From an optimization exercise on the open Yosys and OpenROAD flow, aimed at small area, a short achievable clock period and few clock cycles; shortcuts taken in it are not production practice. Function was checked by simulation only, so behaviour that the tests miss may differ from the original. Power and IR drop assume default switching activity.

==> flow/design.v <==
module aw_qr_rows (
    input  wire [4:0]   a,
    input  wire [2:0]   qrst,
    input  wire [14:0]  fmt,
    input  wire [207:0] shv,
    output wire [20:0]  mod_row,
    output wire [20:0]  func_row
);
    reg [20:0] d_row, f_row, c_row, fn_row;
    always @(*) begin
        d_row = 21'd0; f_row = 21'd0; c_row = 21'd0; fn_row = 21'd0;
        case (a)
        5'd0: begin
            d_row = {1'b0, 1'b0, 1'b0, 1'b0, 1'b0, 1'b0, 1'b0, 1'b0, ~shv[73], shv[72], ~shv[71], shv[70], 1'b0, 1'b0, 1'b0, 1'b0, 1'b0, 1'b0, 1'b0, 1'b0, 1'b0};
            f_row = {1'b0, 1'b0, 1'b0, 1'b0, 1'b0, 1'b0, 1'b0, 1'b0, 1'b0, 1'b0, 1'b0, 1'b0, fmt[0], 1'b0, 1'b0, 1'b0, 1'b0, 1'b0, 1'b0, 1'b0, 1'b0};
            c_row = 21'h1FC07F; fn_row = 21'h1FE1FF;
        end
        5'd1: begin
            d_row = {1'b0, 1'b0, 1'b0, 1'b0, 1'b0, 1'b0, 1'b0, 1'b0, shv[75], ~shv[74], shv[69], ~shv[68], 1'b0, 1'b0, 1'b0, 1'b0, 1'b0, 1'b0, 1'b0, 1'b0, 1'b0};
            f_row = {1'b0, 1'b0, 1'b0, 1'b0, 1'b0, 1'b0, 1'b0, 1'b0, 1'b0, 1'b0, 1'b0, 1'b0, fmt[1], 1'b0, 1'b0, 1'b0, 1'b0, 1'b0, 1'b0, 1'b0, 1'b0};
            c_row = 21'h104041; fn_row = 21'h1FE1FF;
        end
        5'd2: begin
            d_row = {1'b0, 1'b0, 1'b0, 1'b0, 1'b0, 1'b0, 1'b0, 1'b0, ~shv[77], shv[76], ~shv[67], shv[66], 1'b0, 1'b0, 1'b0, 1'b0, 1'b0, 1'b0, 1'b0, 1'b0, 1'b0};
            f_row = {1'b0, 1'b0, 1'b0, 1'b0, 1'b0, 1'b0, 1'b0, 1'b0, 1'b0, 1'b0, 1'b0, 1'b0, fmt[2], 1'b0, 1'b0, 1'b0, 1'b0, 1'b0, 1'b0, 1'b0, 1'b0};
            c_row = 21'h17405D; fn_row = 21'h1FE1FF;
        end
        5'd3: begin
            d_row = {1'b0, 1'b0, 1'b0, 1'b0, 1'b0, 1'b0, 1'b0, 1'b0, shv[79], ~shv[78], shv[65], ~shv[64], 1'b0, 1'b0, 1'b0, 1'b0, 1'b0, 1'b0, 1'b0, 1'b0, 1'b0};
            f_row = {1'b0, 1'b0, 1'b0, 1'b0, 1'b0, 1'b0, 1'b0, 1'b0, 1'b0, 1'b0, 1'b0, 1'b0, fmt[3], 1'b0, 1'b0, 1'b0, 1'b0, 1'b0, 1'b0, 1'b0, 1'b0};
            c_row = 21'h17405D; fn_row = 21'h1FE1FF;
        end
        5'd4: begin
            d_row = {1'b0, 1'b0, 1'b0, 1'b0, 1'b0, 1'b0, 1'b0, 1'b0, ~shv[81], shv[80], ~shv[63], shv[62], 1'b0, 1'b0, 1'b0, 1'b0, 1'b0, 1'b0, 1'b0, 1'b0, 1'b0};
            f_row = {1'b0, 1'b0, 1'b0, 1'b0, 1'b0, 1'b0, 1'b0, 1'b0, 1'b0, 1'b0, 1'b0, 1'b0, fmt[4], 1'b0, 1'b0, 1'b0, 1'b0, 1'b0, 1'b0, 1'b0, 1'b0};
            c_row = 21'h17405D; fn_row = 21'h1FE1FF;
        end
        5'd5: begin
            d_row = {1'b0, 1'b0, 1'b0, 1'b0, 1'b0, 1'b0, 1'b0, 1'b0, shv[83], ~shv[82], shv[61], ~shv[60], 1'b0, 1'b0, 1'b0, 1'b0, 1'b0, 1'b0, 1'b0, 1'b0, 1'b0};
            f_row = {1'b0, 1'b0, 1'b0, 1'b0, 1'b0, 1'b0, 1'b0, 1'b0, 1'b0, 1'b0, 1'b0, 1'b0, fmt[5], 1'b0, 1'b0, 1'b0, 1'b0, 1'b0, 1'b0, 1'b0, 1'b0};
            c_row = 21'h104041; fn_row = 21'h1FE1FF;
        end
        5'd6: begin
            d_row = {1'b0, 1'b0, 1'b0, 1'b0, 1'b0, 1'b0, 1'b0, 1'b0, 1'b0, 1'b0, 1'b0, 1'b0, 1'b0, 1'b0, 1'b0, 1'b0, 1'b0, 1'b0, 1'b0, 1'b0, 1'b0};
            f_row = {1'b0, 1'b0, 1'b0, 1'b0, 1'b0, 1'b0, 1'b0, 1'b0, 1'b0, 1'b0, 1'b0, 1'b0, 1'b0, 1'b0, 1'b0, 1'b0, 1'b0, 1'b0, 1'b0, 1'b0, 1'b0};
            c_row = 21'h1FD57F; fn_row = 21'h1FFFFF;
        end
        5'd7: begin
            d_row = {1'b0, 1'b0, 1'b0, 1'b0, 1'b0, 1'b0, 1'b0, 1'b0, shv[85], ~shv[84], shv[59], ~shv[58], 1'b0, 1'b0, 1'b0, 1'b0, 1'b0, 1'b0, 1'b0, 1'b0, 1'b0};
            f_row = {1'b0, 1'b0, 1'b0, 1'b0, 1'b0, 1'b0, 1'b0, 1'b0, 1'b0, 1'b0, 1'b0, 1'b0, fmt[6], 1'b0, 1'b0, 1'b0, 1'b0, 1'b0, 1'b0, 1'b0, 1'b0};
            c_row = 21'h000000; fn_row = 21'h1FE1FF;
        end
        5'd8: begin
            d_row = {1'b0, 1'b0, 1'b0, 1'b0, 1'b0, 1'b0, 1'b0, 1'b0, ~shv[87], shv[86], ~shv[57], shv[56], 1'b0, 1'b0, 1'b0, 1'b0, 1'b0, 1'b0, 1'b0, 1'b0, 1'b0};
            f_row = {fmt[0], fmt[1], fmt[2], fmt[3], fmt[4], fmt[5], fmt[6], fmt[7], 1'b0, 1'b0, 1'b0, 1'b0, fmt[7], fmt[8], 1'b0, fmt[9], fmt[10], fmt[11], fmt[12], fmt[13], fmt[14]};
            c_row = 21'h000040; fn_row = 21'h1FE1FF;
        end
        5'd9: begin
            d_row = {shv[185], ~shv[184], shv[183], ~shv[182], shv[137], ~shv[136], shv[135], ~shv[134], shv[89], ~shv[88], shv[55], ~shv[54], shv[25], ~shv[24], 1'b0, ~shv[23], shv[22], ~shv[9], shv[8], ~shv[7], shv[6]};
            f_row = {1'b0, 1'b0, 1'b0, 1'b0, 1'b0, 1'b0, 1'b0, 1'b0, 1'b0, 1'b0, 1'b0, 1'b0, 1'b0, 1'b0, 1'b0, 1'b0, 1'b0, 1'b0, 1'b0, 1'b0, 1'b0};
            c_row = 21'h000000; fn_row = 21'h000040;
        end
        5'd10: begin
            d_row = {~shv[187], shv[186], ~shv[181], shv[180], ~shv[139], shv[138], ~shv[133], shv[132], ~shv[91], shv[90], ~shv[53], shv[52], ~shv[27], shv[26], 1'b0, shv[21], ~shv[20], shv[11], ~shv[10], shv[5], ~shv[4]};
            f_row = {1'b0, 1'b0, 1'b0, 1'b0, 1'b0, 1'b0, 1'b0, 1'b0, 1'b0, 1'b0, 1'b0, 1'b0, 1'b0, 1'b0, 1'b0, 1'b0, 1'b0, 1'b0, 1'b0, 1'b0, 1'b0};
            c_row = 21'h000040; fn_row = 21'h000040;
        end
        5'd11: begin
            d_row = {shv[189], ~shv[188], shv[179], ~shv[178], shv[141], ~shv[140], shv[131], ~shv[130], shv[93], ~shv[92], shv[51], ~shv[50], shv[29], ~shv[28], 1'b0, ~shv[19], shv[18], ~shv[13], shv[12], ~shv[3], shv[2]};
            f_row = {1'b0, 1'b0, 1'b0, 1'b0, 1'b0, 1'b0, 1'b0, 1'b0, 1'b0, 1'b0, 1'b0, 1'b0, 1'b0, 1'b0, 1'b0, 1'b0, 1'b0, 1'b0, 1'b0, 1'b0, 1'b0};
            c_row = 21'h000000; fn_row = 21'h000040;
        end
        5'd12: begin
            d_row = {~shv[191], shv[190], ~shv[177], shv[176], ~shv[143], shv[142], ~shv[129], shv[128], ~shv[95], shv[94], ~shv[49], shv[48], ~shv[31], shv[30], 1'b0, shv[17], ~shv[16], shv[15], ~shv[14], shv[1], ~shv[0]};
            f_row = {1'b0, 1'b0, 1'b0, 1'b0, 1'b0, 1'b0, 1'b0, 1'b0, 1'b0, 1'b0, 1'b0, 1'b0, 1'b0, 1'b0, 1'b0, 1'b0, 1'b0, 1'b0, 1'b0, 1'b0, 1'b0};
            c_row = 21'h000040; fn_row = 21'h000040;
        end
        5'd13: begin
            d_row = {shv[193], ~shv[192], shv[175], ~shv[174], shv[145], ~shv[144], shv[127], ~shv[126], shv[97], ~shv[96], shv[47], ~shv[46], 1'b0, 1'b0, 1'b0, 1'b0, 1'b0, 1'b0, 1'b0, 1'b0, 1'b0};
            f_row = {1'b0, 1'b0, 1'b0, 1'b0, 1'b0, 1'b0, 1'b0, 1'b0, 1'b0, 1'b0, 1'b0, 1'b0, 1'b0, 1'b0, 1'b0, 1'b0, 1'b0, 1'b0, 1'b0, 1'b0, 1'b0};
            c_row = 21'h000100; fn_row = 21'h0001FF;
        end
        5'd14: begin
            d_row = {~shv[195], shv[194], ~shv[173], shv[172], ~shv[147], shv[146], ~shv[125], shv[124], ~shv[99], shv[98], ~shv[45], shv[44], 1'b0, 1'b0, 1'b0, 1'b0, 1'b0, 1'b0, 1'b0, 1'b0, 1'b0};
            f_row = {1'b0, 1'b0, 1'b0, 1'b0, 1'b0, 1'b0, 1'b0, 1'b0, 1'b0, 1'b0, 1'b0, 1'b0, fmt[8], 1'b0, 1'b0, 1'b0, 1'b0, 1'b0, 1'b0, 1'b0, 1'b0};
            c_row = 21'h00007F; fn_row = 21'h0001FF;
        end
        5'd15: begin
            d_row = {shv[197], ~shv[196], shv[171], ~shv[170], shv[149], ~shv[148], shv[123], ~shv[122], shv[101], ~shv[100], shv[43], ~shv[42], 1'b0, 1'b0, 1'b0, 1'b0, 1'b0, 1'b0, 1'b0, 1'b0, 1'b0};
            f_row = {1'b0, 1'b0, 1'b0, 1'b0, 1'b0, 1'b0, 1'b0, 1'b0, 1'b0, 1'b0, 1'b0, 1'b0, fmt[9], 1'b0, 1'b0, 1'b0, 1'b0, 1'b0, 1'b0, 1'b0, 1'b0};
            c_row = 21'h000041; fn_row = 21'h0001FF;
        end
        5'd16: begin
            d_row = {~shv[199], shv[198], ~shv[169], shv[168], ~shv[151], shv[150], ~shv[121], shv[120], ~shv[103], shv[102], ~shv[41], shv[40], 1'b0, 1'b0, 1'b0, 1'b0, 1'b0, 1'b0, 1'b0, 1'b0, 1'b0};
            f_row = {1'b0, 1'b0, 1'b0, 1'b0, 1'b0, 1'b0, 1'b0, 1'b0, 1'b0, 1'b0, 1'b0, 1'b0, fmt[10], 1'b0, 1'b0, 1'b0, 1'b0, 1'b0, 1'b0, 1'b0, 1'b0};
            c_row = 21'h00005D; fn_row = 21'h0001FF;
        end
        5'd17: begin
            d_row = {shv[201], ~shv[200], shv[167], ~shv[166], shv[153], ~shv[152], shv[119], ~shv[118], shv[105], ~shv[104], shv[39], ~shv[38], 1'b0, 1'b0, 1'b0, 1'b0, 1'b0, 1'b0, 1'b0, 1'b0, 1'b0};
            f_row = {1'b0, 1'b0, 1'b0, 1'b0, 1'b0, 1'b0, 1'b0, 1'b0, 1'b0, 1'b0, 1'b0, 1'b0, fmt[11], 1'b0, 1'b0, 1'b0, 1'b0, 1'b0, 1'b0, 1'b0, 1'b0};
            c_row = 21'h00005D; fn_row = 21'h0001FF;
        end
        5'd18: begin
            d_row = {~shv[203], shv[202], ~shv[165], shv[164], ~shv[155], shv[154], ~shv[117], shv[116], ~shv[107], shv[106], ~shv[37], shv[36], 1'b0, 1'b0, 1'b0, 1'b0, 1'b0, 1'b0, 1'b0, 1'b0, 1'b0};
            f_row = {1'b0, 1'b0, 1'b0, 1'b0, 1'b0, 1'b0, 1'b0, 1'b0, 1'b0, 1'b0, 1'b0, 1'b0, fmt[12], 1'b0, 1'b0, 1'b0, 1'b0, 1'b0, 1'b0, 1'b0, 1'b0};
            c_row = 21'h00005D; fn_row = 21'h0001FF;
        end
        5'd19: begin
            d_row = {shv[205], ~shv[204], shv[163], ~shv[162], shv[157], ~shv[156], shv[115], ~shv[114], shv[109], ~shv[108], shv[35], ~shv[34], 1'b0, 1'b0, 1'b0, 1'b0, 1'b0, 1'b0, 1'b0, 1'b0, 1'b0};
            f_row = {1'b0, 1'b0, 1'b0, 1'b0, 1'b0, 1'b0, 1'b0, 1'b0, 1'b0, 1'b0, 1'b0, 1'b0, fmt[13], 1'b0, 1'b0, 1'b0, 1'b0, 1'b0, 1'b0, 1'b0, 1'b0};
            c_row = 21'h000041; fn_row = 21'h0001FF;
        end
        5'd20: begin
            d_row = {~shv[207], shv[206], ~shv[161], shv[160], ~shv[159], shv[158], ~shv[113], shv[112], ~shv[111], shv[110], ~shv[33], shv[32], 1'b0, 1'b0, 1'b0, 1'b0, 1'b0, 1'b0, 1'b0, 1'b0, 1'b0};
            f_row = {1'b0, 1'b0, 1'b0, 1'b0, 1'b0, 1'b0, 1'b0, 1'b0, 1'b0, 1'b0, 1'b0, 1'b0, fmt[14], 1'b0, 1'b0, 1'b0, 1'b0, 1'b0, 1'b0, 1'b0, 1'b0};
            c_row = 21'h00007F; fn_row = 21'h0001FF;
        end
        default: ;
        endcase
    end
    assign mod_row  = (d_row & {21{qrst[1]}}) | (f_row & {21{qrst[2]}}) | (c_row & {21{qrst[0]}});
    assign func_row = fn_row & {21{qrst[0]}};
endmodule
module aw_gf_mul (
    input  wire [7:0] a,
    input  wire [7:0] b,
    output reg  [7:0] p
);
    reg [14:0] r;
    integer k;
    always @(*) begin
        r = 15'd0;
        for (k = 0; k < 8; k = k + 1)
            if (b[k]) r = r ^ ({7'd0, a} << k);
        for (k = 14; k >= 8; k = k - 1)
            if (r[k]) r = r ^ (15'h11D << (k - 8));
        p = r[7:0];
    end
endmodule
module aw_core (
    input  wire        clk,
    input  wire        rst,
    input  wire        cmd_valid,
    output wire        cmd_ready,
    input  wire [31:0] cmd,
    output reg         rsp_valid,
    output reg  [31:0] rsp
);
    localparam [7:0] OP_NOP     = 8'h00;
    localparam [7:0] OP_BUF_WR  = 8'h01;
    localparam [7:0] OP_BUF_RD  = 8'h02;
    localparam [7:0] OP_CSR_RD  = 8'h03;
    localparam [7:0] OP_GF_EXP  = 8'h30;
    localparam [7:0] OP_GF_LOG  = 8'h31;
    localparam [7:0] OP_GF_MUL  = 8'h32;
    localparam [7:0] OP_RS_GEN  = 8'h40;
    localparam [7:0] OP_RS_ENC  = 8'h41;
    localparam [7:0] OP_RS_SYN  = 8'h42;
    localparam [7:0] OP_FMT_ENC = 8'h50;
    localparam [7:0] OP_QR_INIT = 8'h60;
    localparam [7:0] OP_QR_DATA = 8'h61;
    localparam [7:0] OP_QR_FMT  = 8'h62;
    localparam [7:0] OP_QR_GET  = 8'h63;
    localparam [7:0] OP_QR_ROW  = 8'h64;
    localparam [7:0] ST_OK        = 8'h00;
    localparam [7:0] ST_GF_DOMAIN = 8'h02;
    localparam [7:0] ST_ILLEGAL   = 8'h10;
    localparam [7:0] ST_RANGE     = 8'h11;
    localparam [7:0] ST_SEQ       = 8'h12;
    localparam [23:0] CORE_ID = 24'h415701;
    function [7:0] gen_coef;
        input [2:0] j;
        case (j)
            3'd0: gen_coef = 8'h75;
            3'd1: gen_coef = 8'h44;
            3'd2: gen_coef = 8'h0B;
            3'd3: gen_coef = 8'hA4;
            3'd4: gen_coef = 8'h9A;
            3'd5: gen_coef = 8'h7A;
            3'd6: gen_coef = 8'h7F;
            default: gen_coef = 8'h01;
        endcase
    endfunction
    function [7:0] gf_cmul;
        input [7:0] a;
        input [7:0] b;
        reg [14:0] r;
        integer k;
        begin
            r = 15'd0;
            for (k = 0; k < 8; k = k + 1)
                if (b[k]) r = r ^ ({7'd0, a} << k);
            for (k = 14; k >= 8; k = k - 1)
                if (r[k]) r = r ^ (15'h11D << (k - 8));
            gf_cmul = r[7:0];
        end
    endfunction
    function [14:0] bch_format;
        input [4:0] d;
        reg [14:0] v;
        integer k;
        begin
            v = {d, 10'd0};
            for (k = 14; k >= 10; k = k - 1)
                if (v[k]) v = v ^ (15'h537 << (k - 10));
            bch_format = {d, v[9:0]} ^ 15'h5412;
        end
    endfunction
    reg  [7:0]  cw [0:25];    
    reg  [7:0]  sh [0:25];    
    reg  [14:0] fmt;          
    reg  [2:0]  qrst;
    reg         clean;        
    reg         rdy;          
    reg         v_q;          
    reg  [31:0] c_q;          
    reg  [4:0]  ep;           
    reg  [7:0]  rem [0:6];    
    reg         sl_busy;      
    reg  [7:0]  sl_acc;
    reg  [7:0]  sl_cnt;
    assign cmd_ready = rdy;
    wire [7:0]  op    = c_q[31:24];
    wire [7:0]  fa    = c_q[23:16];
    wire [7:0]  fb    = c_q[15:8];
    wire [14:0] imm15 = c_q[14:0];
    wire fmt_z   = (c_q[23:0] == 24'd0);
    wire fmt_a   = (c_q[15:0] == 16'd0);
    wire fmt_ab  = (c_q[7:0]  == 8'd0);
    wire fmt_i15 = (c_q[23:15] == 9'd0);
    reg legal;
    always @(*) begin
        case (op)
            OP_NOP, OP_RS_ENC, OP_QR_INIT, OP_QR_DATA:          legal = fmt_z;
            OP_BUF_RD, OP_CSR_RD, OP_GF_EXP, OP_GF_LOG,
            OP_RS_GEN, OP_RS_SYN, OP_FMT_ENC:                   legal = fmt_a;
            OP_BUF_WR, OP_GF_MUL, OP_QR_GET, OP_QR_ROW:         legal = fmt_ab;
            OP_QR_FMT:                                          legal = fmt_i15;
            default:                                            legal = 1'b0;
        endcase
    end
    wire e_ok   = v_q && legal;
    wire fa_buf = (fa <= 8'h19);
    wire do_wr    = e_ok && (op == OP_BUF_WR) && fa_buf;
    wire is_enc   = e_ok && (op == OP_RS_ENC);
    wire is_syn   = e_ok && (op == OP_RS_SYN) && (fa <= 8'd6);
    wire is_exp   = e_ok && (op == OP_GF_EXP);
    wire is_log   = e_ok && (op == OP_GF_LOG) && (fa != 8'd0);
    wire do_init  = e_ok && (op == OP_QR_INIT);
    wire do_data  = e_ok && (op == OP_QR_DATA) && qrst[0] && !qrst[1];
    wire do_fmt   = e_ok && (op == OP_QR_FMT) && qrst[0] && !qrst[2];
    wire syn_slow = is_syn && !clean;
    wire slow     = is_exp || is_log || syn_slow;
    wire       rd_buf = v_q && (op == OP_BUF_RD);
    wire       rd_syn = sl_busy && (op == OP_RS_SYN);
    wire [4:0] rd_idx = rd_buf ? fa[4:0] : (rd_syn ? sl_cnt[4:0] : ep);
    wire [7:0] cw_rd  = (rd_idx <= 5'd25) ? cw[rd_idx] : 8'd0;
    wire       eng_done = (ep == 5'd19);
    wire       inv      = do_wr && (fa[4:0] < ep);
    wire [4:0] ep_s     = inv ? 5'd0 : ep;
    wire       fwd      = do_wr && (fa[4:0] == ep_s);
    wire       rem_z    = inv || (ep == 5'd0);
    wire       eng_step = (ep_s != 5'd19) && (fwd || (!inv && !rd_buf && !rd_syn));
    wire [7:0] eng_byte = fwd ? fb : cw_rd;
    wire [7:0] rem_s [0:6];
    wire [7:0] rem_n [0:6];
    wire [7:0] rs_fb = eng_byte ^ rem_s[0];
    genvar g;
    generate
        for (g = 0; g < 7; g = g + 1) begin : g_rs
            assign rem_s[g] = rem_z ? 8'd0 : rem[g];
            if (g < 6) begin : g_mid
                assign rem_n[g] = rem_s[g + 1] ^ gf_cmul(gen_coef(3'd6 - g), rs_fb);
            end else begin : g_last
                assign rem_n[g] = gf_cmul(gen_coef(3'd0), rs_fb);
            end
        end
    endgenerate
    wire [4:0] ep_n = eng_step ? ep_s + 5'd1 : ep_s;
    wire [7:0] mul_a = sl_busy ? sl_acc : fa;
    wire [7:0] mul_b = sl_busy ? ((op == OP_RS_SYN) ? (8'd1 << fa[2:0]) : 8'd2) : fb;
    wire [7:0] prod;
    aw_gf_mul u_mul (.a(mul_a), .b(mul_b), .p(prod));
    wire [7:0] exp_tgt = (fa == 8'd255) ? 8'd0 : fa;
    wire [7:0] syn_nx  = prod ^ cw_rd;
    reg        sl_done;
    always @(*) begin
        if (op == OP_RS_SYN)      sl_done = (sl_cnt[4:0] == 5'd25);
        else if (op == OP_GF_EXP) sl_done = (sl_cnt == exp_tgt);
        else                      sl_done = (sl_acc == fa);
    end
    wire stall    = (is_enc && !eng_done) || (slow && !(sl_busy && sl_done));
    wire complete = v_q && !stall;
    wire [207:0] shv;
    generate
        for (g = 0; g < 26; g = g + 1) begin : g_sh
            assign shv[207 - 8 * g -: 8] = sh[g];
        end
    endgenerate
    wire [20:0] mod_row, func_row;
    aw_qr_rows u_rows (.a(fa[4:0]), .qrst(qrst), .fmt(fmt), .shv(shv),
                       .mod_row(mod_row), .func_row(func_row));
    reg [7:0]  r_st;
    reg [23:0] r_val;
    always @(*) begin
        r_st  = ST_OK;
        r_val = 24'd0;
        if (!legal) begin
            r_st = ST_ILLEGAL;
        end else begin
            case (op)
            OP_BUF_WR:
                if (!fa_buf) r_st = ST_RANGE;
            OP_BUF_RD:
                if (!fa_buf) r_st = ST_RANGE;
                else         r_val = {16'd0, cw_rd};
            OP_CSR_RD:
                if (fa == 8'd0)      r_val = CORE_ID;
                else if (fa == 8'd1) r_val = {21'd0, qrst};
                else                 r_st = ST_RANGE;
            OP_GF_EXP:
                r_val = {16'd0, sl_acc};
            OP_GF_LOG:
                if (fa == 8'd0) r_st = ST_GF_DOMAIN;
                else            r_val = {16'd0, sl_cnt};
            OP_GF_MUL:
                r_val = {16'd0, prod};
            OP_RS_GEN:
                if (fa > 8'd7) r_st = ST_RANGE;
                else           r_val = {16'd0, gen_coef(fa[2:0])};
            OP_RS_SYN:
                if (fa > 8'd6)  r_st = ST_RANGE;
                else if (!clean) r_val = {16'd0, syn_nx};
            OP_FMT_ENC:
                if (fa > 8'd31) r_st = ST_RANGE;
                else            r_val = {9'd0, bch_format(fa[4:0])};
            OP_QR_DATA:
                if (!qrst[0] || qrst[1]) r_st = ST_SEQ;
            OP_QR_FMT:
                if (!qrst[0] || qrst[2]) r_st = ST_SEQ;
            OP_QR_GET:
                if (fa > 8'd20 || fb > 8'd20) r_st = ST_RANGE;
                else r_val = {22'd0, func_row[fb[4:0]], mod_row[fb[4:0]]};
            OP_QR_ROW:
                if (fa > 8'd20 || fb > 8'd1) r_st = ST_RANGE;
                else if (fb[0]) r_val = {3'd0, func_row};
                else            r_val = {3'd0, mod_row};
            default: ;
            endcase
        end
    end
    wire accept  = cmd_valid && rdy;
    wire clean_n = is_enc ? (complete ? 1'b1 : clean) : (do_wr ? 1'b0 : clean);
    wire eng_done_n = (ep_n == 5'd19);
    function may_stall;
        input [7:0] o;
        input       ed;
        input       cl;
        may_stall = ((o == OP_RS_ENC) && !ed) || (o == OP_GF_EXP) || (o == OP_GF_LOG) ||
                    ((o == OP_RS_SYN) && !cl);
    endfunction
    wire rdy_n = !((accept && may_stall(cmd[31:24], eng_done_n, clean_n)) ||
                   (!accept && v_q && !complete && may_stall(op, eng_done_n, clean_n)));
    integer i;
    always @(posedge clk) begin
        if (rst) begin
            rdy       <= 1'b1;
            v_q       <= 1'b0;
            rsp_valid <= 1'b0;
            qrst      <= 3'd0;
            clean     <= 1'b1;
            ep        <= 5'd0;
            sl_busy   <= 1'b0;
        end else begin
            rdy       <= rdy_n;
            v_q       <= accept || (v_q && !complete);
            rsp_valid <= complete;
            clean     <= clean_n;
            ep        <= ep_n;
            if (do_init) qrst <= 3'b001;
            if (do_data) qrst[1] <= 1'b1;
            if (do_fmt)  qrst[2] <= 1'b1;
            if (slow) begin
                if (!sl_busy) sl_busy <= 1'b1;
                else if (sl_done) sl_busy <= 1'b0;
            end
        end
    end
    always @(posedge clk) begin
        if (rdy) c_q <= cmd;
        rsp <= {r_st, r_val};
        if (eng_step)
            for (i = 0; i < 7; i = i + 1) rem[i] <= rem_n[i];
        if (do_fmt) fmt <= imm15;
        if (do_data)
            for (i = 0; i < 26; i = i + 1) sh[i] <= cw[i];
        if (slow) begin
            if (!sl_busy) begin
                sl_acc <= (op == OP_RS_SYN) ? 8'd0 : 8'd1;
                sl_cnt <= 8'd0;
            end else begin
                sl_acc <= (op == OP_RS_SYN) ? syn_nx : prod;
                sl_cnt <= sl_cnt + 8'd1;
            end
        end
    end
    wire enc_wr = is_enc && eng_done;
    generate
        for (g = 0; g < 26; g = g + 1) begin : g_cw
            if (g < 19) begin : g_data
                always @(posedge clk)
                    if (rst)                          cw[g] <= 8'd0;
                    else if (do_wr && fa[4:0] == g)   cw[g] <= fb;
            end else begin : g_par
                always @(posedge clk)
                    if (rst)                          cw[g] <= 8'd0;
                    else if (do_wr && fa[4:0] == g)   cw[g] <= fb;
                    else if (enc_wr)                  cw[g] <= rem[g - 19];
            end
        end
    endgenerate
endmodule
==> flow/run.sh <==
#!/bin/bash
# synth_recipe.tcl (not shown) runs the flow's synth.tcl, then flattens the netlist and writes it again
# the make line also repeats each setting of config.mk as NAME=value (left out here)
make -C /OpenROAD-flow-scripts/flow DESIGN_CONFIG=/design/flow/config.mk WORK_HOME=/design/flow/orfs CLKGATE_MAP_FILE= SYNTH_SCRIPT=/design/flow/synth_recipe.tcl finish
==> flow/config.mk <==
export PLATFORM = sky130hd
export DESIGN_NAME = aw_core
export DESIGN_NICKNAME = aw_core
export VERILOG_FILES = /design/flow/design.v
export SDC_FILE = /design/flow/constraint.sdc
export NUM_CORES = 4
export LEC_CHECK = 0
export CAP_MARGIN = 20
export CORE_MARGIN = 2
export CORE_UTILIZATION = 40
export PLACE_DENSITY = 0.6
export SLEW_MARGIN = 20
==> flow/constraint.sdc <==
create_clock -name core_clock -period 10.0 [get_ports {clk}]
set_input_delay 2.0000 -clock core_clock [delete_from_list [all_inputs] [get_ports {clk}]]
set_output_delay 2.0000 -clock core_clock [all_outputs]
set_load 0.01 [all_outputs]
==> results by group, run 1 <==
Critical path
  • Critical path startpoint: c_q[24]$_DFFE_PP_
  • Crit path kind: flip-flop to flip-flop
  • R2R setup slack: 3.47 ns
  • CP Data Required Time: 10.37 ns
  • RR Startpoint: c_q[24]$_DFFE_PP_
  • CP Capture Type: flip-flop
  • Crit path to: rem[1][4]$_DFFE_PN_
  • Reg2reg path depth: 16
  • Crit path DAT: 6.90 ns
  • CP Max Fanout: 23
  • Crit start category: flip-flop
  • Worst R2R End: rem[1][4]$_DFFE_PN_

Yosys
  • Seq/Total Area, Yosys: 51.97%
  • Synth cell types: 96
  • Number of synthesized flops with an enable pin: 327
  • Synth Cell Area: 0.02837 mm2
  • Yosys reg bits: 573
  • Prevailing post-synth register cell: edfxtp_1
  • Yosys warns: 6
  • Synth cell count leaders: nor2_1 (427), edfxtp_1 (327), nand2_1 (279), dfxtp_1 (246), a21oi_1 (198)
  • Synth area leaders: edfxtp_1 (35%), dfxtp_1 (17%), nor2_1 (5.6%)
  • Post-Syn Instances: 2830
  • Most common cell in the netlist: nor2_1
  • Yosys top cell by area: edfxtp_1
  • Area share of the largest cell type after synthesis: 34.61%
  • Post-synth ARST share: 0%
  • Avg Cell Area, Syn: 10.03 um2

Clock tree
  • CTS root buf: clkbuf_16
  • H-tree depth: 2
  • Post_cts resized: 0
  • Clock Tree Buf Depth: 3
  • TritonCTS clock tree: built
  • Setup bufs post-CTS: 0
  • CTS Sinks: 573
  • Clock slew at reported path FFs: 0.06 ns
  • Clk Latency, worst-skew pair: 0.66 ns
  • TritonCTS Buffers: 61
  • Hold_buf cts: 0

Timing
  • Slew margin rel.: 20.77%
  • Period utilisation layout: 65.29%
  • Actual slew at the worst max-slew pin: 1.176 ns
  • Fmax: 153.2 MHz
  • Unrepaired setup endpoints after global routing: false
  • Setup tns final: 0 ns
  • Fin crit period: 6.529 ns
  • Clock Skew: 0.03074 ns
  • Final Hold Vio Count: 0
  • Max-slew violations: 0
  • Hold WS: 0.4563 ns
  • Final-report setup violation count: 0

Outcome
  • Outcome: finished clean

Pwr
  • VDD IR max: 0.0001389 V
  • P_leak: 11.26 nW
  • Pwr dens: 220.8 mW/mm2
  • Total power: 0.007085 W

Die
  • Initial Util: 40.45%
  • Core Region: 0.07015 mm2
  • Num ports: 69
  • Die width: 270.3 um
  • Die H: 270.3 um
  • # rows: 97
  • Die area: 0.07308 mm2

Place
  • Routability cong.: 1.036
  • Input/output buffers: 61
  • Post-DP HPWL: 93410 um

GRT
  • First-pass GRT wire length: 178700 um
  • Initial antenna violation count: 5
  • Largest net degree at the start of global routing: 100
  • Tot GR Track Use: 34.28%
  • Total gr overflow: 0
  • Vias in the first global route: 22808

Layout
  • FF+latch area: 0.01475 mm2
  • FILL cells: 6626
  • Nets: 2899
  • Layout Utilization: 45.75%
  • Area of the multi-input gates: 0.01282 mm2
  • P&R area growth vs syn: 13.11%
  • Layout cells sized above 1: 8.881%

Drt
  • Vias per cell: 6.400
  • Overall routed net length: 129300 um
  • Residual DRC: 0
  • Detailed Route Iter0 Violations: 3794
  • Final antenna-violating net count: 0
  • Wire length per cell: 33.60 um
  • Pre-antenna DRT Iters: 6
  • Vias: 24621

Run
  • Max Cap Viol: 0

Hold path
  • Hold/Removal Path Class: flip-flop to flip-flop
==> metrics by stage <==
stage	std cells	cell area [um2]	setup slack, ns
after global placement	3730	30080	3.596
after global routing	3845	32090	3.240
after floorplan	2836	28410	2.047
after CTS	3844	32080	3.574
after detailed placement	3730	30100	3.616
final	3847	32090	3.471
==> power by group <==
group          switching, W  internal [W]
Clock              0.000979       0.00129
Combinational       0.00113      0.000766
Sequential         0.000136       0.00279
Total               0.00224       0.00485
==> cell families (layout without fill, tap and decap cells) <==
| family | count (synthesis) | count (layout) | share of synthesized area [%] |
|---|---|---|---|
| flops | 573 | 573 | 51.97 |
| fa+ha+maj | 10 | 10 | 0.4675 |
| mux | 139 | 139 | 5.005 |
| other cells | 1 | 9 | 0.01322 |
| buf+inv | 224 | 293 | 3.259 |
| xor+xnor | 237 | 237 | 8.075 |
| simple gates | 994 | 994 | 15.54 |
| compound gates | 652 | 652 | 15.67 |
==> critical path, cell delays in order (launching register included) <==
cell and delay, ns:
edfxtp_1 0.56, or4b_1 0.94, nor3_4 0.63, a21oi_2 0.12
buf_4 0.26, and2_1 0.20, buf_4 0.26, a22oi_1 0.23
o22ai_1 0.12, or4_1 0.44, o221ai_2 0.49, mux2i_2 0.21
xor2_4 0.47, xnor3_1 0.58, xnor2_1 0.34, xnor2_1 0.18
xor2_1 0.18
==> worst min-delay path by stage <==
stage                                start             endpoint  slack (ns)  cells past startpoint
detailed placement  cw[19][1]$_SDFFE_PP0P_  sh[19][1]$_DFFE_PP_        0.44                      0
finish                    c_q[6]$_DFFE_PP_     fmt[6]$_DFFE_PP_        0.46                      0
global route              c_q[6]$_DFFE_PP_     fmt[6]$_DFFE_PP_        0.47                      0
global placement    cw[19][1]$_SDFFE_PP0P_  sh[19][1]$_DFFE_PP_        0.42                      0
CTS                       c_q[6]$_DFFE_PP_     fmt[6]$_DFFE_PP_        0.46                      0
floorplan           cw[19][1]$_SDFFE_PP0P_  sh[19][1]$_DFFE_PP_        0.41                      0
==> cell usage in the layout, fill, tap and decap left out, types with 13 or more instances in the layout <==
master and count:
nor2_1 423, edfxtp_1 327, nand2_1 279, dfxtp_1 245, a21oi_1 197, xnor2_1 164, mux2i_1 129, nand3_1 94
o21ai_0 83, buf_4 82, clkbuf_16 62, clkdlybuf4s50_1 60, xor2_1 55, a22oi_1 54, nor3_1 45, o22ai_1 44
a221oi_1 34, inv_1 32, a211oi_1 28, a31oi_1 21, nand4_1 21, a311oi_1 18, and3_1 17, nor4_1 16
or3_1 14, nand2b_1 14, a222oi_1 14, clkbuf_1 14, a22o_1 13, clkinv_2 13
==> sequential cells by signal, summed over array words and instances (netlist names) <==
register	flops
c_q	32
clean	1
cw	208
ep	5
fmt	15
qrst	3
rdy	1
rem	56
rsp	25
rsp_valid	1
sh	208
sl_acc	8
sl_busy	1
sl_cnt	8
v_q	1
==> area by class of cell <==
type                            instances  share of cell area [%]
Antenna cell                            2                 0.01560
Clock buffer                           85                   5.384
Clock inverter                         29                  0.7993
Inverter                               35                  0.4094
Multi-Input combinational cell       2039                   39.94
Sequential cell                       573                   45.95
Tap cell                              940                   3.665
Timing Repair Buffer                  144                   3.840
==> metal layers <==
metal | part of all wire (%) | track usage [%]
met3 | 10 | 6.935
met4 | 6.2 | 17.84
met2 | 43 | 51.71
met1 | 40 | 46.51
met5 | 0.0077 | 0
Testbench counts, summed over its fixed seeds: cycles 2,320.
==> run 2, diff against run 1 <==
--- a/flow/design.v
+++ b/flow/design.v
@@ -162,12 +162,27 @@
     localparam [7:0] OP_QR_FMT  = 8'h62;
     localparam [7:0] OP_QR_GET  = 8'h63;
     localparam [7:0] OP_QR_ROW  = 8'h64;
-    localparam [7:0] ST_OK        = 8'h00;
-    localparam [7:0] ST_GF_DOMAIN = 8'h02;
-    localparam [7:0] ST_ILLEGAL   = 8'h10;
-    localparam [7:0] ST_RANGE     = 8'h11;
-    localparam [7:0] ST_SEQ       = 8'h12;
     localparam [23:0] CORE_ID = 24'h415701;
+    localparam F_WR   = 0;    
+    localparam F_RD   = 1;    
+    localparam F_CSR  = 2;    
+    localparam F_EXP  = 3;    
+    localparam F_LOG  = 4;    
+    localparam F_MUL  = 5;    
+    localparam F_GEN  = 6;    
+    localparam F_ENC  = 7;    
+    localparam F_SYN  = 8;    
+    localparam F_FENC = 9;    
+    localparam F_INIT = 10;   
+    localparam F_DATA = 11;   
+    localparam F_FMT  = 12;   
+    localparam F_GET  = 13;   
+    localparam F_ROW  = 14;   
+    localparam F_LEG  = 15;   
+    localparam F_DOM  = 16;   
+    localparam F_NOP  = 17;   
+    localparam ND     = 18;
+    localparam NF     = 18;
     function [7:0] gen_coef;
         input [2:0] j;
         case (j)
@@ -195,6 +210,10 @@
             gf_cmul = r[7:0];
         end
     endfunction
+    function [7:0] xtime;
+        input [7:0] v;
+        xtime = {v[6:0], 1'b0} ^ (v[7] ? 8'h1D : 8'h00);
+    endfunction
     function [14:0] bch_format;
         input [4:0] d;
         reg [14:0] v;
@@ -206,62 +225,99 @@
             bch_format = {d, v[9:0]} ^ 15'h5412;
         end
     endfunction
+    localparam NP = 21;
+    function [NP-1:0] predecode;
+        input [31:0] c;
+        reg [7:0] o;
+        begin
+            o = c[31:24];
+            predecode = {o == OP_BUF_WR && c[7:0] == 8'd0 && c[23:16] <= 8'h19,
+                         c[23:16] == 8'd0, !c[15], c[14:8] == 7'd0, c[7:0] == 8'd0,
+                         o == OP_QR_ROW,  o == OP_QR_GET,  o == OP_QR_FMT,  o == OP_QR_DATA,
+                         o == OP_QR_INIT, o == OP_FMT_ENC, o == OP_RS_SYN,  o == OP_RS_ENC,
+                         o == OP_RS_GEN,  o == OP_GF_MUL,  o == OP_GF_LOG,  o == OP_GF_EXP,
+                         o == OP_CSR_RD,  o == OP_BUF_RD,  o == OP_BUF_WR,  o == OP_NOP};
+        end
+    endfunction
+    function [ND-1:0] decode;
+        input [NP-1:0] p;
+        input [7:0]    a;
+        input [7:0]    b;
+        reg z8, z16, z24, zi, fz, fa_, fab, fi;
+        begin
+            z8  = p[16];
+            z16 = p[16] && p[17] && p[18];
+            z24 = z16 && p[19];
+            zi  = p[18] && p[19];
+            fz  = (p[0] || p[8] || p[11] || p[12]) && z24;
+            fa_ = (p[2] || p[3] || p[4] || p[5] || p[7] || p[9] || p[10]) && z16;
+            fab = (p[1] || p[6] || p[14] || p[15]) && z8;
+            fi  = p[13] && zi;
+            decode = {ND{1'b0}};
+            decode[F_LEG]  = fz || fa_ || fab || fi;
+            decode[F_NOP]  = p[0] && z24;
+            decode[F_WR]   = p[20];
+            decode[F_RD]   = p[2] && z16 && a <= 8'h19;
+            decode[F_CSR]  = p[3] && z16 && a <= 8'd1;
+            decode[F_EXP]  = p[4] && z16;
+            decode[F_LOG]  = p[5] && z16 && a != 8'd0;
+            decode[F_DOM]  = p[5] && z16 && a == 8'd0;
+            decode[F_MUL]  = p[6] && z8;
+            decode[F_GEN]  = p[7] && z16 && a <= 8'd7;
+            decode[F_ENC]  = p[8] && z24;
+            decode[F_SYN]  = p[9] && z16 && a <= 8'd6;
+            decode[F_FENC] = p[10] && z16 && a <= 8'd31;
+            decode[F_INIT] = p[11] && z24;
+            decode[F_DATA] = p[12] && z24;
+            decode[F_FMT]  = p[13] && zi;
+            decode[F_GET]  = p[14] && z8 && a <= 8'd20 && b <= 8'd20;
+            decode[F_ROW]  = p[15] && z8 && a <= 8'd20 && b <= 8'd1;
+        end
+    endfunction
     reg  [7:0]  cw [0:25];    
     reg  [7:0]  sh [0:25];    
     reg  [14:0] fmt;          
     reg  [2:0]  qrst;
     reg         clean;        
     reg         rdy;          
+    reg         rdy_o;        
     reg         v_q;          
-    reg  [31:0] c_q;          
+    reg  [NP-1:0] p_q;        
+    reg           inv_q;      
+    reg           fwd_q;      
+    reg  [23:0] c_q;          
+    reg  [4:0]  rd_q;         
+    reg  [7:0]  rb_q;         
+    reg         ph;           
     reg  [4:0]  ep;           
     reg  [7:0]  rem [0:6];    
+    reg         rz;           
     reg         sl_busy;      
     reg  [7:0]  sl_acc;
     reg  [7:0]  sl_cnt;
-    assign cmd_ready = rdy;
-    wire [7:0]  op    = c_q[31:24];
+    reg  [2:0]  sl_k;         
+    assign cmd_ready = rdy_o;
     wire [7:0]  fa    = c_q[23:16];
     wire [7:0]  fb    = c_q[15:8];
     wire [14:0] imm15 = c_q[14:0];
-    wire fmt_z   = (c_q[23:0] == 24'd0);
-    wire fmt_a   = (c_q[15:0] == 16'd0);
-    wire fmt_ab  = (c_q[7:0]  == 8'd0);
-    wire fmt_i15 = (c_q[23:15] == 9'd0);
-    reg legal;
-    always @(*) begin
-        case (op)
-            OP_NOP, OP_RS_ENC, OP_QR_INIT, OP_QR_DATA:          legal = fmt_z;
-            OP_BUF_RD, OP_CSR_RD, OP_GF_EXP, OP_GF_LOG,
-            OP_RS_GEN, OP_RS_SYN, OP_FMT_ENC:                   legal = fmt_a;
-            OP_BUF_WR, OP_GF_MUL, OP_QR_GET, OP_QR_ROW:         legal = fmt_ab;
-            OP_QR_FMT:                                          legal = fmt_i15;
-            default:                                            legal = 1'b0;
-        endcase
-    end
-    wire e_ok   = v_q && legal;
-    wire fa_buf = (fa <= 8'h19);
-    wire do_wr    = e_ok && (op == OP_BUF_WR) && fa_buf;
-    wire is_enc   = e_ok && (op == OP_RS_ENC);
-    wire is_syn   = e_ok && (op == OP_RS_SYN) && (fa <= 8'd6);
-    wire is_exp   = e_ok && (op == OP_GF_EXP);
-    wire is_log   = e_ok && (op == OP_GF_LOG) && (fa != 8'd0);
-    wire do_init  = e_ok && (op == OP_QR_INIT);
-    wire do_data  = e_ok && (op == OP_QR_DATA) && qrst[0] && !qrst[1];
-    wire do_fmt   = e_ok && (op == OP_QR_FMT) && qrst[0] && !qrst[2];
-    wire syn_slow = is_syn && !clean;
-    wire slow     = is_exp || is_log || syn_slow;
-    wire       rd_buf = v_q && (op == OP_BUF_RD);
-    wire       rd_syn = sl_busy && (op == OP_RS_SYN);
-    wire [4:0] rd_idx = rd_buf ? fa[4:0] : (rd_syn ? sl_cnt[4:0] : ep);
-    wire [7:0] cw_rd  = (rd_idx <= 5'd25) ? cw[rd_idx] : 8'd0;
+    wire [NF-1:0] f_q = decode(p_q, c_q[23:16], c_q[15:8]);
+    wire [NF-1:0] e = f_q;
+    wire seq_data = !qrst[0] || qrst[1];
+    wire seq_fmt  = !qrst[0] || qrst[2];
+    wire do_wr    = e[F_WR];
+    wire do_data  = e[F_DATA] && !seq_data;
+    wire do_fmt   = e[F_FMT] && !seq_fmt;
+    wire syn_slow = v_q && e[F_SYN] && !clean;
+    wire slow     = (v_q && (e[F_EXP] || e[F_LOG] || e[F_GET] || e[F_RD])) || syn_slow;
+    wire [7:0] cw_rd = (rd_q <= 5'd25) ? cw[rd_q] : 8'd0;
     wire       eng_done = (ep == 5'd19);
-    wire       inv      = do_wr && (fa[4:0] < ep);
+    wire       inv      = inv_q;
     wire [4:0] ep_s     = inv ? 5'd0 : ep;
-    wire       fwd      = do_wr && (fa[4:0] == ep_s);
-    wire       rem_z    = inv || (ep == 5'd0);
-    wire       eng_step = (ep_s != 5'd19) && (fwd || (!inv && !rd_buf && !rd_syn));
-    wire [7:0] eng_byte = fwd ? fb : cw_rd;
+    wire       fwd      = fwd_q;
+    wire       rem_z    = inv || rz;
+    wire       eng_step = inv ? fwd : (!eng_done && (fwd || ph));
+    wire [7:0] eng_byte = fwd ? fb : rb_q;
+    wire       ph_n     = !inv && !eng_step && !eng_done && (rd_q == ep);
     wire [7:0] rem_s [0:6];
     wire [7:0] rem_n [0:6];
     wire [7:0] rs_fb = eng_byte ^ rem_s[0];
@@ -277,20 +333,19 @@
         end
     endgenerate
     wire [4:0] ep_n = eng_step ? ep_s + 5'd1 : ep_s;
-    wire [7:0] mul_a = sl_busy ? sl_acc : fa;
-    wire [7:0] mul_b = sl_busy ? ((op == OP_RS_SYN) ? (8'd1 << fa[2:0]) : 8'd2) : fb;
-    wire [7:0] prod;
-    aw_gf_mul u_mul (.a(mul_a), .b(mul_b), .p(prod));
     wire [7:0] exp_tgt = (fa == 8'd255) ? 8'd0 : fa;
-    wire [7:0] syn_nx  = prod ^ cw_rd;
+    wire [2:0] syn_t   = (fa[2:0] == 3'd0) ? 3'd1 : fa[2:0];
+    wire       syn_mul = (sl_k != syn_t);
     reg        sl_done;
     always @(*) begin
-        if (op == OP_RS_SYN)      sl_done = (sl_cnt[4:0] == 5'd25);
-        else if (op == OP_GF_EXP) sl_done = (sl_cnt == exp_tgt);
-        else                      sl_done = (sl_acc == fa);
+        if (f_q[F_SYN])      sl_done = !syn_mul && (sl_cnt[4:0] == 5'd25);
+        else if (f_q[F_EXP]) sl_done = (sl_cnt == exp_tgt);
+        else if (f_q[F_LOG]) sl_done = (sl_acc == fa);
+        else                 sl_done = 1'b1;       
     end
-    wire stall    = (is_enc && !eng_done) || (slow && !(sl_busy && sl_done));
+    wire stall    = (e[F_ENC] && !eng_done) || (slow && !(sl_busy && sl_done));
     wire complete = v_q && !stall;
+    wire [7:0] cnt_n = !sl_busy ? 8'd0 : ((f_q[F_SYN] && syn_mul) ? sl_cnt : sl_cnt + 8'd1);
     wire [207:0] shv;
     generate
         for (g = 0; g < 26; g = g + 1) begin : g_sh
@@ -300,67 +355,50 @@
     wire [20:0] mod_row, func_row;
     aw_qr_rows u_rows (.a(fa[4:0]), .qrst(qrst), .fmt(fmt), .shv(shv),
                        .mod_row(mod_row), .func_row(func_row));
-    reg [7:0]  r_st;
-    reg [23:0] r_val;
-    always @(*) begin
-        r_st  = ST_OK;
-        r_val = 24'd0;
-        if (!legal) begin
-            r_st = ST_ILLEGAL;
-        end else begin
-            case (op)
-            OP_BUF_WR:
-                if (!fa_buf) r_st = ST_RANGE;
-            OP_BUF_RD:
-                if (!fa_buf) r_st = ST_RANGE;
-                else         r_val = {16'd0, cw_rd};
-            OP_CSR_RD:
-                if (fa == 8'd0)      r_val = CORE_ID;
-                else if (fa == 8'd1) r_val = {21'd0, qrst};
-                else                 r_st = ST_RANGE;
-            OP_GF_EXP:
-                r_val = {16'd0, sl_acc};
-            OP_GF_LOG:
-                if (fa == 8'd0) r_st = ST_GF_DOMAIN;
-                else            r_val = {16'd0, sl_cnt};
-            OP_GF_MUL:
-                r_val = {16'd0, prod};
-            OP_RS_GEN:
-                if (fa > 8'd7) r_st = ST_RANGE;
-                else           r_val = {16'd0, gen_coef(fa[2:0])};
-            OP_RS_SYN:
-                if (fa > 8'd6)  r_st = ST_RANGE;
-                else if (!clean) r_val = {16'd0, syn_nx};
-            OP_FMT_ENC:
-                if (fa > 8'd31) r_st = ST_RANGE;
-                else            r_val = {9'd0, bch_format(fa[4:0])};
-            OP_QR_DATA:
-                if (!qrst[0] || qrst[1]) r_st = ST_SEQ;
-            OP_QR_FMT:
-                if (!qrst[0] || qrst[2]) r_st = ST_SEQ;
-            OP_QR_GET:
-                if (fa > 8'd20 || fb > 8'd20) r_st = ST_RANGE;
-                else r_val = {22'd0, func_row[fb[4:0]], mod_row[fb[4:0]]};
-            OP_QR_ROW:
-                if (fa > 8'd20 || fb > 8'd1) r_st = ST_RANGE;
-                else if (fb[0]) r_val = {3'd0, func_row};
-                else            r_val = {3'd0, mod_row};
-            default: ;
-            endcase
-        end
-    end
-    wire accept  = cmd_valid && rdy;
-    wire clean_n = is_enc ? (complete ? 1'b1 : clean) : (do_wr ? 1'b0 : clean);
+    wire [20:0] rsp_row = rsp[20:0];
+    wire        get_mod = rsp_row[fb[4:0]];
+    wire        get_fn  = func_row[fb[4:0]];
+    wire [7:0] prod;
+    aw_gf_mul u_mul (.a(fa), .b(fb), .p(prod));
+    wire seq_err = (e[F_DATA] && seq_data) || (e[F_FMT] && seq_fmt);
+    wire ran  = |{e[F_WR], e[F_RD], e[F_CSR], e[F_EXP], e[F_LOG], e[F_MUL], e[F_GEN],
+                  e[F_ENC], e[F_SYN], e[F_FENC], e[F_INIT], e[F_DATA], e[F_FMT],
+                  e[F_GET], e[F_ROW], e[F_DOM], e[F_NOP]};
+    wire r_ill = !e[F_LEG];
+    wire r_rng = e[F_LEG] && !ran;
+    wire [7:0] r_st = {3'd0, r_ill | r_rng | seq_err, 2'd0, e[F_DOM] | seq_err, r_rng};
+    wire row_mod = (e[F_ROW] && !fb[0]) || (e[F_GET] && !sl_busy);
+    wire [23:0] r_val =
+          ({24{e[F_RD]}}              & {16'd0, rb_q})
+        | ({24{e[F_CSR] && !fa[0]}}   & CORE_ID)
+        | ({24{e[F_CSR] && fa[0]}}    & {21'd0, qrst})
+        | ({24{e[F_EXP]}}             & {16'd0, sl_acc})
+        | ({24{e[F_LOG]}}             & {16'd0, sl_cnt})
+        | ({24{e[F_MUL]}}             & {16'd0, prod})
+        | ({24{e[F_GEN]}}             & {16'd0, gen_coef(fa[2:0])})
+        | ({24{syn_slow}}             & {16'd0, sl_acc ^ rb_q})
+        | ({24{e[F_FENC]}}            & {9'd0, bch_format(fa[4:0])})
+        | ({24{e[F_GET] && sl_busy}}  & {22'd0, get_fn, get_mod})
+        | ({24{row_mod}}              & {3'd0, mod_row})
+        | ({24{e[F_ROW] && fb[0]}}    & {3'd0, func_row});
+    wire accept     = cmd_valid && rdy;
+    wire clean_n    = (e[F_ENC] && eng_done) ? 1'b1 : (do_wr ? 1'b0 : clean);
     wire eng_done_n = (ep_n == 5'd19);
-    function may_stall;
-        input [7:0] o;
-        input       ed;
-        input       cl;
-        may_stall = ((o == OP_RS_ENC) && !ed) || (o == OP_GF_EXP) || (o == OP_GF_LOG) ||
-                    ((o == OP_RS_SYN) && !cl);
-    endfunction
-    wire rdy_n = !((accept && may_stall(cmd[31:24], eng_done_n, clean_n)) ||
-                   (!accept && v_q && !complete && may_stall(op, eng_done_n, clean_n)));
+    wire [7:0] op_in = cmd[31:24];
+    wire in_stall = ((op_in == OP_RS_ENC) && !eng_done_n) || (op_in == OP_GF_EXP) ||
+                    (op_in == OP_GF_LOG) || (op_in == OP_QR_GET) || (op_in == OP_BUF_RD) ||
+                    ((op_in == OP_RS_SYN) && !clean_n);
+    wire rdy_n = accept ? !in_stall : (!v_q || complete || (e[F_ENC] && eng_done_n));
+    wire [NP-1:0] pd_in = predecode(cmd);
+    wire       in_wr   = cmd_valid && !rst && pd_in[20];
+    wire [4:0] in_a    = cmd[20:16];
+    wire [4:0] ep_p1   = ep + 5'd1;
+    wire       a_eq    = inv ? (eng_step ? in_a == 5'd1 : in_a == 5'd0)
+                             : (eng_step ? in_a == ep_p1 : in_a == ep);
+    wire       a_lt    = inv ? (eng_step && in_a == 5'd0)
+                             : (eng_step ? in_a < ep_p1 : in_a < ep);
+    wire [4:0] rd_n = (accept && op_in == OP_BUF_RD) ? cmd[20:16] :
+                      (!accept && syn_slow && !complete) ? cnt_n[4:0] : ep_n;
     integer i;
     always @(posedge clk) begin
         if (rst) begin
@@ -370,6 +408,8 @@
             qrst      <= 3'd0;
             clean     <= 1'b1;
             ep        <= 5'd0;
+            rz        <= 1'b1;
+            ph        <= 1'b0;
             sl_busy   <= 1'b0;
         end else begin
             rdy       <= rdy_n;
@@ -377,45 +417,60 @@
             rsp_valid <= complete;
             clean     <= clean_n;
             ep        <= ep_n;
-            if (do_init) qrst <= 3'b001;
-            if (do_data) qrst[1] <= 1'b1;
-            if (do_fmt)  qrst[2] <= 1'b1;
-            if (slow) begin
-                if (!sl_busy) sl_busy <= 1'b1;
-                else if (sl_done) sl_busy <= 1'b0;
-            end
+            rz        <= rem_z && !eng_step;
+            ph        <= ph_n;
+            if (e[F_INIT]) qrst <= 3'b001;
+            if (do_data)   qrst[1] <= 1'b1;
+            if (do_fmt)    qrst[2] <= 1'b1;
+            sl_busy   <= slow && !(sl_busy && sl_done);
         end
     end
     always @(posedge clk) begin
-        if (rdy) c_q <= cmd;
+        if (rst || rdy)
+        begin
+            p_q <= pd_in & {NP{cmd_valid && !rst}};
+            inv_q <= in_wr && a_lt;
+            fwd_q <= in_wr && (a_lt ? (in_a == 5'd0) : a_eq);
+        end
+        if (rdy) c_q <= cmd[23:0];
         rsp <= {r_st, r_val};
+        rb_q <= cw_rd;
+        rdy_o <= rst || rdy_n;
+        rd_q <= rd_n;
         if (eng_step)
             for (i = 0; i < 7; i = i + 1) rem[i] <= rem_n[i];
         if (do_fmt) fmt <= imm15;
         if (do_data)
             for (i = 0; i < 26; i = i + 1) sh[i] <= cw[i];
         if (slow) begin
+            sl_cnt <= cnt_n;
             if (!sl_busy) begin
-                sl_acc <= (op == OP_RS_SYN) ? 8'd0 : 8'd1;
-                sl_cnt <= 8'd0;
+                sl_acc <= f_q[F_SYN] ? 8'd0 : 8'd1;
+                sl_k   <= 3'd0;
+            end else if (f_q[F_SYN]) begin
+                if (syn_mul) begin
+                    if (sl_k < fa[2:0]) sl_acc <= xtime(sl_acc);
+                    sl_k   <= sl_k + 3'd1;
+                end else begin
+                    sl_acc <= sl_acc ^ rb_q;
+                    sl_k   <= 3'd0;
+                end
             end else begin
-                sl_acc <= (op == OP_RS_SYN) ? syn_nx : prod;
-                sl_cnt <= sl_cnt + 8'd1;
+                sl_acc <= xtime(sl_acc);
             end
         end
     end
-    wire enc_wr = is_enc && eng_done;
+    wire       enc_wr = v_q && e[F_ENC] && eng_done;
+    wire [7:0] wr_d   = rst ? 8'd0 : fb;
     generate
         for (g = 0; g < 26; g = g + 1) begin : g_cw
+            wire we = rst || (do_wr && fa[4:0] == g);
             if (g < 19) begin : g_data
                 always @(posedge clk)
-                    if (rst)                          cw[g] <= 8'd0;
-                    else if (do_wr && fa[4:0] == g)   cw[g] <= fb;
+                    if (we) cw[g] <= wr_d;
             end else begin : g_par
                 always @(posedge clk)
-                    if (rst)                          cw[g] <= 8'd0;
-                    else if (do_wr && fa[4:0] == g)   cw[g] <= fb;
-                    else if (enc_wr)                  cw[g] <= rem[g - 19];
+                    if (we || enc_wr) cw[g] <= (enc_wr && !rst) ? rem[g - 19] : wr_d;
             end
         end
     endgenerate
==> flow/flow/run.sh (new file) <==
#!/bin/bash
set -euo pipefail
export SETUP_SLACK_MARGIN=6.9
bash standard.sh > standard_make.log 2>&1
==> flow/standard.sh (new file) <==
#!/bin/bash
# synth_recipe.tcl (not shown) runs the flow's synth.tcl, then flattens the netlist and writes it again
# the make line also repeats each setting of config.mk as NAME=value (left out here)
make -C /OpenROAD-flow-scripts/flow DESIGN_CONFIG=/design/flow/config.mk WORK_HOME=/design/flow/orfs CLKGATE_MAP_FILE= SYNTH_SCRIPT=/design/flow/synth_recipe.tcl "${@:-finish}"
--- a/flow/config.mk
+++ b/flow/config.mk
@@ -7,6 +7,6 @@
 export LEC_CHECK = 0
 export CAP_MARGIN = 20
 export CORE_MARGIN = 2
-export CORE_UTILIZATION = 40
-export PLACE_DENSITY = 0.6
+export CORE_UTILIZATION = 65
+export PLACE_DENSITY = 0.75
 export SLEW_MARGIN = 20
removed: flow/run.sh
==> results by group, run 2 <==
Clock tree
  • Clock slew at reported path FFs: 0.06 ns (about the same)
  • CTS root buf: clkbuf_16
  • Clk Latency, worst-skew pair: 0.64 ns (-0.02 ns)
  • TritonCTS Buffers: 57 (-6.6%)
  • H-tree depth: 2 (unchanged)
  • TritonCTS clock tree: built
  • Clock Tree Buf Depth: 3 (unchanged)
  • CTS Sinks: 607 (+5.9%)

Timing
  • Clock Skew: 0.02091 ns (-0.009830 ns)
  • Actual slew at the worst max-slew pin: 1.241 ns (+0.06466 ns)
  • Fin crit period: 3.206 ns (-3.323 ns)
  • Fmax: 311.9 MHz (+100%)
  • Hold WS: 0.4190 ns (-0.03730 ns)
  • Setup tns final: 0 ns (unchanged)
  • Slew margin rel.: 16.98% (-3.8 points)
  • Max-slew violations: 0 (unchanged)
  • Period utilisation layout: 32.06% (-33 points)
  • Final Hold Vio Count: 0 (unchanged)
  • Unrepaired setup endpoints after global routing: true
  • Final-report setup violation count: 0 (unchanged)

Critical path
  • Crit start category: flip-flop
  • CP Max Fanout: 10 (-57%)
  • Crit path DAT: 3.68 ns (-3.22 ns)
  • CP Data Required Time: 10.47 ns (+0.10 ns)
  • Crit path kind: flip-flop to flip-flop
  • CP Capture Type: flip-flop

Die
  • # rows: 76 (-22%)
  • Die area: 0.04479 mm2 (-39%)
  • Num ports: 69 (unchanged)
  • Core Region: 0.04279 mm2 (-39%)
  • Die width: 211.6 um (-22%)
  • Die H: 211.6 um (-22%)
  • Initial Util: 65.49% (+25 points)

Place
  • Routability cong.: 1.018 (-1.7%)
  • Post-DP HPWL: 66530 um (-29%)
  • Input/output buffers: 61 (unchanged)
  • Post-Place Cells: 2806 (-25%)
  • Placed inst area: 0.02948 mm2 (-2.0%)

GRT
  • Initial antenna violation count: 2 (-3)
  • Tot GR Track Use: 43.18% (+8.9 points)
  • Vias in the first global route: 19939 (-13%)
  • First-pass GRT wire length: 136400 um (-24%)
  • Total gr overflow: 0 (unchanged)
  • Largest net degree at the start of global routing: 203 (+100%)

Drt
  • Vias: 21310 (-13%)
  • Overall routed net length: 97670 um (-24%)
  • Final antenna-violating net count: 0 (unchanged)
  • Residual DRC: 0 (unchanged)
  • Wire length per cell: 32.82 um (-2.3%)
  • Detailed Route Iter0 Violations: 3795 (+0.026%)
  • Pre-antenna DRT Iters: 10 (+4)
  • Vias per cell: 7.161 (+12%)

Pwr
  • P_leak: 11.34 nW (+0.73%)
  • VDD IR max: 0.0006634 V (+380%)
  • Total power: 0.008737 W (+23%)
  • Pwr dens: 269.5 mW/mm2 (+22%)

Layout
  • Area of the multi-input gates: 0.01038 mm2 (-19%)
  • Layout cells sized above 1: 16.46% (+7.6 points)
  • Most common cell after layout, fill and taps aside: edfxtp_1
  • Final Cell Area: 0.03242 mm2 (+1.0%)
  • Nets: 2437 (-16%)
  • Most frequent cells in the layout: edfxtp_1 (553), nand2_1 (345), nor2_1 (149), xnor2_1 (146), buf_4 (92)
  • Biggest regs: cw (208), sh (208), rem (56)
  • FILL cells: 2677 (-60%)
  • N_diodes: 0 (-2)
  • Non-filler cells, final: 2976 (-23%)
  • FF+latch area: 0.01771 mm2 (+20%)
  • P&R area growth vs syn: 15.69%

Yosys
  • Post-Syn Instances: 2254 (-20%)
  • Number of synthesized flops with an enable pin: 553 (+69%)
  • Synth Cell Area: 0.02802 mm2 (-1.2%)
  • Avg Cell Area, Syn: 12.43 um2 (+24%)
  • Compound-Gate Fraction of Synth Area: 11.43% (-4.2 points)
  • Synth area leaders: edfxtp_1 (59%), nand2_1 (4.7%), xnor2_1 (4.6%)
  • Synth cell count leaders: edfxtp_1 (553), nand2_1 (352), nor2_1 (165), xnor2_1 (147), o21ai_0 (86)
  • Post-synth ARST share: 0% (unchanged)
  • Yosys reg bits: 607 (+5.9%)
  • Seq/Total Area, Yosys: 63.12% (+11 points)
  • Post-Synth Simple-Gate Area: 12.21% (-3.3 points)
  • Post-synthesis adder-cell area fraction: 0.8751% (+0.41 points)
  • Yosys warns: 6 (unchanged)
  • Synth Area in XOR/XNOR: 8.970% (+0.90 points)
  • Prevailing post-synth register cell: edfxtp_1
  • Synth cell types: 83 (-14%)
  • Most common cell in the netlist: edfxtp_1
  • Area share of the largest cell type after synthesis: 59.26% (+25 points)
  • Yosys top cell by area: edfxtp_1
  • Largest family of logic cells by synthesized area: simple AND/OR/NAND/NOR gates
  • Mux contribution to synthesized area: 1.304% (-3.7 points)

Hold path
  • Hold/Removal Path Class: flip-flop to flip-flop

Outcome
  • Outcome: finished clean

Run
  • Max Cap Viol: 0 (unchanged)
run 2: changes by cell type in the layout (fill, tap and decap cells not counted), sizes merged, moves of 20 or more:
cell,change
nand3,-48
mux2i,-120
dfxtp,-192
nand2,+73
clkdlybuf4s50,-42
nor2,-259
edfxtp,+226
a21oi,-148
xor2,+32
a21o,+20
a221oi,+21
buf,+56
run 2: report_power, final:
part | internal, W | switching, W | total [W]
logic | 0.00128 | 0.00166 | 0.00293
clock network | 0.00127 | 0.000953 | 0.00223
registers | 0.00330 | 0.000277 | 0.00358
total | 0.00585 | 0.00289 | 0.00874
run 2: worst paths after layout:
kind / startpoint / to / slack [ns] / depth (start not counted)
min reg2reg: c_q[1]$_DFFE_PP_ / fmt[1]$_DFFE_PP_ / 0.42 / 0
min: c_q[1]$_DFFE_PP_ / fmt[1]$_DFFE_PP_ / 0.42 / 0
max reg2reg: rd_q[4]$_DFF_P_ / rb_q[3]$_SDFF_PN0_ / 6.79 / 7
max: rd_q[4]$_DFF_P_ / rb_q[3]$_SDFF_PN0_ / 6.79 / 7
run 2: layer usage:
layer	routed length, um	share of wire [%]	track usage, %
met2	42340	43	63.80
met4	6273	6.4	22.00
met5	26	0.027	0
met1	34120	35	58.24
met3	14900	15	13.31
run 2: critical path, cell delays in order, from the launching register on:
cell	delay, ns
dfxtp_1	0.62
or3b_2	0.53
nor2_1	0.79
a22o_1	0.30
a221oi_1	0.06
nand4_1	0.26
nor3_1	0.11
nor2_1	0.39
run 2: what timing repair did:
action,4_1_cts,5_1_grt
endpoints found under the hold margin,0,0
pin swaps,14,25
resized for setup,208,80
setup buffers,37,20
endpoints found under the setup margin,230,278
hold buffers,0,0
cloned,1,5
run 2: kinds of logic after synthesis:
kind of cell | count (synthesis)
flops | 607
xor+xnor | 250
compound gates | 453
simple gates | 758
fa+ha+maj | 19
other cells | 1
buf+inv | 143
mux | 23
run 2: final cells by class:
| cell class | instances | area share (%) |
|---|---|---|
| Timing Repair Buffer | 173 | 4.986 |
| Inverter | 32 | 0.3859 |
| Tap cell | 546 | 2.107 |
| Multi-Input combinational cell | 1512 | 32.01 |
| Clock inverter | 32 | 1.096 |
| Clock buffer | 74 | 4.786 |
| Sequential cell | 607 | 54.63 |
run 2: per-stage QoR:
| step | utilization, % | worst slack [ns] |
|---|---|---|
| after detailed placement | 68.90 | 5.749 |
| after CTS | 74.58 | 6.820 |
| after global placement | 68.84 | 5.740 |
| final | 75.76 | 6.794 |
| after global routing | 75.76 | 6.795 |
| after floorplan | - | 3.592 |
Testbench counts of run 2, summed over its fixed seeds: cycles 2,320.

==> port drivers added, routing unchanged <==
How much do the figures lean on ideal ports? The routed layouts below were timed once more, with nothing changed but the port constraints.
Step 1 (the two cells are an assumption about what drives the block):
set clk [get_ports {clk}]
set_driving_cell -lib_cell sky130_fd_sc_hd__clkbuf_16 $clk
set_driving_cell -lib_cell sky130_fd_sc_hd__buf_2 [delete_from_list [all_inputs] $clk]
Step 2 times the ports against the registers' clock, not the clock port: input delays grow and output delays shrink by t, the midpoint of the rising clock arrivals with the driver on.
Three values: no drivers, after step 1, after step 2; two values: the first two.
run | shift t [ns] | setup slack, ns | hold WS [ns]
run 1 | 0.699 | 3.471 / 3.471 / 3.471 | 0.456 / 0.456 / 0.456
run 2 | 0.689 | 6.794 / 6.794 / 6.196 | 0.419 / 0.419 / 0.419
After both steps setup and hold are still met in every run listed. The setup slack of run 2, which loses most, moves by 0.000 ns with the drivers and by -0.598 ns with both steps.
